Source: an optimization exercise on an open RTL-to-GDS flow (aim: small area). Production flows keep margins and buffers that such runs may drop.
Only simulation tests tie the RTL to the original design; equivalence was not proved.
Power figures rest on the tool's default switching activity, not on a simulated workload.

Setup of oak:
==> flow/design.v (excerpt) <==
module upxl_encoder (
  input  wire        clk,
  input  wire        rst,
  input  wire        cmd_valid,
  output wire        cmd_ready,
  input  wire [1:0]  cmd_kind,
  input  wire [7:0]  cmd_chan,
  input  wire [7:0]  cmd_order,
  input  wire        cmd_nelem4,
  input  wire [7:0]  cmd_bright,
  input  wire [31:0] cmd_freq,
  input  wire [15:0] cmd_npix,
  input  wire        pix_valid,
  output wire        pix_ready,
  input  wire [31:0] pix_color,
  output wire        out_valid,
  input  wire        out_ready,
  output wire [31:0] out_data,
  output wire [2:0]  out_nbytes,
  output wire        out_last,
  output wire        done,
  output wire [2:0]  done_flags,
  output wire [11:0] done_len
);
  localparam [2:0] S_IDLE = 3'd0, S_PRE = 3'd1, S_FLUSH = 3'd2, S_DONE = 3'd3,
                   S_HDR = 3'd4, S_PIX = 3'd5, S_CRC = 3'd6, S_TAIL = 3'd7;
  localparam [31:0] W0  = 32'h4C585055;
  localparam [31:0] C0  = 32'h43DC2B24;
  reg [4:0]  ph;        
  reg [4:0]  lag;       
  reg [2:0]  state;
  reg [1:0]  wc;        
  reg [1:0]  p;         
  reg [9:0]  n;         
  reg [1:0]  kind;
  reg        nelem4;
  reg        ovf;
  reg [7:0]  order;
  reg [7:0]  bright_r;  
  reg [15:0] fhi_r;     
  reg        cry;       
  reg [31:0] osr;       
  reg [31:0] crc;
  wire [2:0] b        = ph[2:0];
  wire [3:0] bi       = {wc[1:0], ph[4:3]};    
  wire       synced   = (lag == 5'd0);
  wire       byte_end = (b == 3'd7);
  assign cmd_ready = (state == S_PRE) && (ph == 5'd31);
  wire acc  = cmd_valid && cmd_ready;
  wire take = (state == S_IDLE) && (ph == 5'd31) && cmd_valid;
  wire [15:0] q = cmd_npix;
  wire q_hi  = |q[15:10];
  wire gt512 = q_hi || (q[9] && |q[8:0]);
  wire gt510 = q_hi || q[9] || &q[8:0];
  wire gt682 = q_hi || (q[9] && (q[8] || (q[7] && (q[6] || (q[5] && (q[4] ||
               (q[3] && (q[2] || (q[1] && q[0])))))))));
  wire c_ovf = (cmd_kind == 2'd0) ? (cmd_nelem4 ? gt512 : gt682) :
               (cmd_kind == 2'd1) && gt510;
  wire rej   = (kind == 2'd3) || ovf || (kind == 2'd1 && !nelem4);
  wire n_hi0   = (n[9:1] == 9'd0);
  wire n_zero  = n_hi0 && !n[0];
  wire n_one   = n_hi0 && n[0];
  wire [7:0] n1 = {6'd0, n[9:8]};
  wire ord_bit = order[b];
  reg pbit_pre;
  always @(*) begin
  ...
Size in the first run: roughly 560 cells after synthesis, ~130 flip-flops, roughly 170 I/O pins, about 5200 sq um of cells after synthesis.
clock: 5.0 ns
lec_check: 0
cap_margin: 20
core_margin: 2
core_utilization: 40
place_density: 0.6
slew_margin: 20
standard.sh (not shown) runs the stock make flow with config.mk's settings and CLKGATE_MAP_FILE= SYNTH_SCRIPT=/design/flow/synth_recipe.tcl, a recipe that flattens the netlist after the stock synthesis.
==> flow/flow/run.sh <==
#!/bin/bash
# Own layout flow: the standard layout (standard.sh) with these changes:
#  2. the port buffers are the smallest buffer (buf_1);
#  3. clock tree: small leaf buffers and no dummy loads (CTS_ARGS).
# Each tool's output goes to a log file in this folder.
set -euo pipefail
here=$(pwd)
rm -rf "$here/scripts_area"
cp -r "$FLOW_HOME/scripts" "$here/scripts_area"
cp "$here/flow/abc_area.script" "$here/scripts_area/abc_speed.script"
SCRIPTS_DIR="$here/scripts_area" bash standard.sh synth > "$here/synth_run.log" 2>&1
export BUFFER_PORTS_ARGS="-buffer_cell sky130_fd_sc_hd__buf_1"
export CTS_ARGS="-sink_clustering_enable -repair_clock_nets -dont_use_dummy_load -root_buf sky130_fd_sc_hd__clkbuf_8 -buf_list sky130_fd_sc_hd__clkbuf_8 -sink_clustering_size 40 -sink_clustering_max_diameter 150 -sink_buffer_max_cap_derate 0.3"
bash standard.sh > "$here/layout_run.log" 2>&1
==> flow/flow/abc_area.script <==
strash
&get -n
&deepsyn -T 40
&dch -f
&nf -R 1000
&put
Changes in pine relative to oak:
--- a/flow/flow/run.sh
+++ b/flow/flow/run.sh
@@ -13 +13 @@
-export CTS_ARGS="-sink_clustering_enable -repair_clock_nets -dont_use_dummy_load -root_buf sky130_fd_sc_hd__clkbuf_8 -buf_list sky130_fd_sc_hd__clkbuf_8 -sink_clustering_size 40 -sink_clustering_max_diameter 150 -sink_buffer_max_cap_derate 0.3"
+export CTS_ARGS="-sink_clustering_enable -repair_clock_nets -dont_use_dummy_load -root_buf sky130_fd_sc_hd__clkbuf_8 -buf_list sky130_fd_sc_hd__clkbuf_4 -sink_clustering_size 40 -sink_clustering_max_diameter 150 -sink_buffer_max_cap_derate 1.0"
==> comparison <==
As of pine, design area had fallen slightly compared to oak. Diff pine..oak | DRC violation count after routing | negligible. ~same via count in oak and pine. Going from oak to pine, clock latency reported for the late side of the worst-skew pair shrinks by 20 ps. Sequential portion of the cell area (higher): pine. Between pine and oak, it is pine whose fraction of the cycle the final worst path needs is lower, by 0.31 points. Comparing total power for oak and pine, the bigger number came from oak. Going from oak to pine, the global-route usage was found to have gone down by 0.20 points. Of oak and pine, the run reporting the lower routed length on met1 was pine.
--- input diff pine..birch ---
--- a/flow/flow/run.sh
+++ b/flow/flow/run.sh
@@ -13 +13 @@
-export CTS_ARGS="-sink_clustering_enable -repair_clock_nets -dont_use_dummy_load -root_buf sky130_fd_sc_hd__clkbuf_8 -buf_list sky130_fd_sc_hd__clkbuf_4 -sink_clustering_size 40 -sink_clustering_max_diameter 150 -sink_buffer_max_cap_derate 1.0"
+export CTS_ARGS="-sink_clustering_enable -repair_clock_nets -dont_use_dummy_load -root_buf sky130_fd_sc_hd__clkbuf_8 -buf_list sky130_fd_sc_hd__clkbuf_4 -sink_clustering_size 40 -sink_clustering_max_diameter 150"
Notes after the runs:
- Compared with pine, in birch detailed-route vias per instance closely matched the old numbers, via count closely matched the old numbers.
- Every stage of the flow completed for birch, and the final layout passed the timing, design-rule and antenna checks.
- Between birch and pine, the sequential power does not differ in any meaningful way.
- As far as final worst setup slack goes, birch and pine are indistinguishable; the numbers are identical.

[static timing again, ports no longer ideal]
The flow's constraints put no driver on any port. The routed layouts listed below were extracted and timed again, unchanged, in two steps. Step 1: set_driving_cell puts a clkbuf_16 on clk and a buf_2 on each other input, an assumption about the parent block. Step 2, shift: input delay + t, output delay - t, t = (earliest + latest rising clock arrival at the registers) / 2. This alone moves slack from input paths to output paths. a / b / c = ideal ports / drivers / drivers and shift; a / b = the first two.
| run | t (ns) | slack for setup (ns) | worst setup path at the end | worst slew at a driven data input, ns |
|---|---|---|---|---|
| oak | 0.435 | 0.827 / 0.796 / 1.232 | register to output | 0.04 |
| pine | 0.411 | 0.842 / 0.810 / 1.221 | register to output | 0.04 |
| birch | 0.411 | 0.842 / 0.810 / 1.221 | register to output | 0.04 |
After both steps setup and hold are still met in every run listed.
